What follows belongs to an exercise in optimizing a design on an open flow for a short achievable clock period and few clock cycles per item; a production flow would make more cautious choices. The clock input has no modelled driver; a real chip could not lean on it and would need a root buffer or a full tree. Power is estimated from default activity; no workload was simulated.

Setup of the baseline:
## gfe
module gfe (
    input  wire        clk,
    input  wire        rst,           
    input  wire        cfg_mode,      
    input  wire [3:0]  cfg_base_col,  
    input  wire        in_valid,
    output wire        in_ready,
    input  wire [7:0]  in_data,
    output wire        out_valid,
    input  wire        out_ready,
    output wire [7:0]  out_data,
    input  wire        stat_rd,
    input  wire [7:0]  stat_addr,
    output reg         stat_rvalid,
    output reg  [31:0] stat_rdata
);
==> flow/config.mk <==
export PLATFORM = sky130hd
export DESIGN_NAME = gfe
export DESIGN_NICKNAME = gfe
export VERILOG_FILES = /design/flow/design.v
export SDC_FILE = /design/flow/constraint.sdc
export NUM_CORES = 4
export LEC_CHECK = 0
export CAP_MARGIN = 20
export CORE_MARGIN = 2
export CORE_UTILIZATION = 40
export PLACE_DENSITY = 0.6
export SETUP_SLACK_MARGIN = 4.0
export SLEW_MARGIN = 20
export SYNTH_HIERARCHICAL = 1
==> flow/constraint.sdc <==
create_clock -name core_clock -period 5.5 [get_ports {clk}]
set_input_delay 1.1000 -clock core_clock [delete_from_list [all_inputs] [get_ports {clk}]]
set_output_delay 1.1000 -clock core_clock [all_outputs]
set_load 0.01 [all_outputs]
standard.sh (not shown) runs the stock make flow with config.mk's settings and CLKGATE_MAP_FILE= SYNTH_SCRIPT=/design/flow/synth_recipe.tcl, a recipe that flattens the netlist after the stock synthesis.
==> flow/flow/run.sh <==
#!/bin/bash
# The standard layout (the standard.sh: ORFS from synthesis to the final
# layout), except that the clock tree is built by flow/cts_tree.tcl: four
# clkinv_16 fed by the clock port, each driving clkinv_8 that each drive a
# group of nearby flip-flops (two inverting stages on every clock path, so
# the flip-flops see the clock's own polarity).
# The make output goes to flow_make.log here; ORFS keeps each step's log
# under orfs/logs/.
set -euo pipefail
export PRE_CTS_TCL="$PWD/flow/cts_tree.tcl"
export TREE_PER_LEAF=24
export TREE_ROOT_CELL=sky130_fd_sc_hd__clkinv_16
export TREE_LEAF_CELL=sky130_fd_sc_hd__clkinv_8
bash standard.sh > flow_make.log 2>&1
==> flow/flow/cts_tree.tcl <==
# Two-level clock tree. The clock sinks are split by placement into four
# quadrants of equal count; each quadrant gets a root buffer fed straight
# from the clock port, driving one leaf buffer per group of at most
# TREE_PER_LEAF sinks (a grid of equal-count groups within the quadrant).
# Replaces clock_tree_synthesis in ORFS's cts.tcl (sourced as PRE_CTS_TCL).

rename clock_tree_synthesis orfs_clock_tree_synthesis

# split a list of {iterm x y} into n groups of near-equal count along index idx
proc tree_split {items idx n} {
  set sorted [lsort -integer -index $idx $items]
  set len [llength $sorted]
  set out {}
  for {set g 0} {$g < $n} {incr g} {
    set a [expr {($g * $len) / $n}]
    set b [expr {(($g + 1) * $len) / $n - 1}]
    set part [lrange $sorted $a $b]
    if { [llength $part] > 0 } { lappend out $part }
  }
  return $out
}

proc tree_centroid {items} {
  set cx 0
  set cy 0
  foreach s $items {
    set cx [expr {$cx + [lindex $s 1]}]
    set cy [expr {$cy + [lindex $s 2]}]
  }
  set n [llength $items]
  return [list [expr {$cx / $n}] [expr {$cy / $n}]]
}

proc tree_buffer {block master name in_net out_net x y} {
  set buf [odb::dbInst_create $block $master $name]
  [$buf findITerm A] connect $in_net
  set out [$buf findITerm X]
  if { $out == "NULL" || $out == "" } { set out [$buf findITerm Y] }
  $out connect $out_net
  $buf setLocation $x $y
  $buf setPlacementStatus PLACED
  return $buf
}

proc clock_tree_synthesis {args} {
  set per_leaf 40
  if { [info exists ::env(TREE_PER_LEAF)] } { set per_leaf $::env(TREE_PER_LEAF) }
  set db [ord::get_db]
  set block [ord::get_db_block]
  set clk_net [$block findNet clk]
  set leaf_cell sky130_fd_sc_hd__clkbuf_16
  if { [info exists ::env(TREE_LEAF_CELL)] } { set leaf_cell $::env(TREE_LEAF_CELL) }
  set root_cell sky130_fd_sc_hd__clkbuf_16
  if { [info exists ::env(TREE_ROOT_CELL)] } { set root_cell $::env(TREE_ROOT_CELL) }
  set master [$db findMaster $root_cell]
  set leaf_master [$db findMaster $leaf_cell]
  $clk_net setSigType CLOCK

  set sinks {}
  foreach it [$clk_net getITerms] {
    set xy [$it getAvgXY]
    lappend sinks [list $it [lindex $xy 1] [lindex $xy 2]]
  }
  puts "clock tree: [llength $sinks] sinks"

  set q 0
  set l 0
  foreach half [tree_split $sinks 1 2] {
    foreach quad [tree_split $half 2 2] {
      set root_net [odb::dbNet_create $block clktree_root_net_$q]
      $root_net setSigType CLOCK
      # leaf groups: columns by x, then rows by y
      set k [expr {int(ceil(double([llength $quad]) / $per_leaf))}]
      set cols [expr {int(ceil(sqrt($k)))}]
      set leaves {}
      foreach col [tree_split $quad 1 $cols] {
        set rows [expr {int(ceil(double([llength $col]) / $per_leaf))}]
        foreach grp [tree_split $col 2 $rows] {
          set net [odb::dbNet_create $block clktree_leaf_net_$l]
          $net setSigType CLOCK
          foreach s $grp {
            set it [lindex $s 0]
            $it disconnect
            $it connect $net
          }
          set c [tree_centroid $grp]
          tree_buffer $block $leaf_master clktree_leaf_$l $root_net $net [lindex $c 0] [lindex $c 1]
          lappend leaves [list {} [lindex $c 0] [lindex $c 1]]
          incr l
        }
      }
      set c [tree_centroid $leaves]
      tree_buffer $block $master clktree_root_$q $clk_net $root_net [lindex $c 0] [lindex $c 1]
      incr q
    }
  }
  puts "clock tree: $q root buffers, $l leaf buffers"

  global_connect
  set_propagated_clock [all_clocks]
}
No stage failed in the baseline, and the final checks on the layout all came back clean.
[inputs] the candidate vs the baseline
- SETUP_SLACK_MARGIN: 4.0 -> 3.5
==> flow/flow/run.sh <==
#!/bin/bash
# The standard layout (the standard.sh: ORFS from synthesis to the final
# layout), except that the clock tree is built by flow/cts_tree.tcl: four
# root buffers fed by the clock port, each driving leaf buffers that each
# drive a group of nearby flip-flops (two buffer levels on every clock path).
# The make output goes to flow_make.log here; ORFS keeps each step's log
# under orfs/logs/.
set -euo pipefail
export PRE_CTS_TCL="$PWD/flow/cts_tree.tcl"
export TREE_PER_LEAF=32
bash standard.sh > flow_make.log 2>&1
-- flow/flow/cts_tree.tcl --
<<< the baseline, line 36
  [$buf findITerm A] connect $in_net
  set out [$buf findITerm X]
  if { $out == "NULL" || $out == "" } { set out [$buf findITerm Y] }
  $out connect $out_net
  $buf setLocation $x $y
>>> the candidate, line 36
  [$buf findITerm A] connect $in_net
  [$buf findITerm X] connect $out_net
  $buf setLocation $x $y
<<< the baseline, line 50
  set clk_net [$block findNet clk]
  set leaf_cell sky130_fd_sc_hd__clkbuf_16
  if { [info exists ::env(TREE_LEAF_CELL)] } { set leaf_cell $::env(TREE_LEAF_CELL) }
  set root_cell sky130_fd_sc_hd__clkbuf_16
  if { [info exists ::env(TREE_ROOT_CELL)] } { set root_cell $::env(TREE_ROOT_CELL) }
  set master [$db findMaster $root_cell]
  set leaf_master [$db findMaster $leaf_cell]
  $clk_net setSigType CLOCK
>>> the candidate, line 48
  set clk_net [$block findNet clk]
  set master [$db findMaster sky130_fd_sc_hd__clkbuf_16]
  $clk_net setSigType CLOCK
<<< the baseline, line 86
          set c [tree_centroid $grp]
          tree_buffer $block $leaf_master clktree_leaf_$l $root_net $net [lindex $c 0] [lindex $c 1]
          lappend leaves [list {} [lindex $c 0] [lindex $c 1]]
>>> the candidate, line 79
          set c [tree_centroid $grp]
          tree_buffer $block $master clktree_leaf_$l $root_net $net [lindex $c 0] [lindex $c 1]
          lappend leaves [list {} [lindex $c 0] [lindex $c 1]]
Notes after the runs:
Fraction of power consumed by the clock network: higher on the candidate. Comparing the baseline with the candidate, the worst hold slack came out essentially unchanged. Comparing global-route usage over all layers for the candidate and the baseline, the smaller number came from the candidate. Core utilization: the candidate lower than the baseline. Lower non-clock inverter instance count of the final layout among the candidate and the baseline: the candidate. The share of the clock period used by the worst path number comes out lower for the baseline vs the candidate.
No run of this note included a check of the RTL's function; only the layout flow was run. In every run of this note, the design's own scripts or RTL, not TritonCTS, make the clock network.

## afterwards: timing with drivers on the ports
The results above use ideal ports. As a check the final layouts listed here were re-extracted and re-timed, cells and wires unchanged. Step 1, drivers: a clkbuf_16 drives clk and a buf_2 each remaining input, both assumed. Step 2 moves the port delays by t, midway between the first and last clock arrival at a register: inputs arrive t later, outputs are due t later. That takes back most of the time a late clock gives input paths. Three values: ideal, step 1, step 2; two values: the first two.
run | shift t [ns] | slack for setup (ns) | worst slew at a driven data input, ns
the baseline | 0.537 | 3.453 / 3.281 / 2.864 | 0.50
the candidate | 0.530 | 3.443 / 3.345 / 3.037 | 0.05
After both steps setup and hold are still met in every run listed. The setup slack of the baseline, which loses most, moves by -0.172 ns with the drivers and by -0.589 ns with both steps.
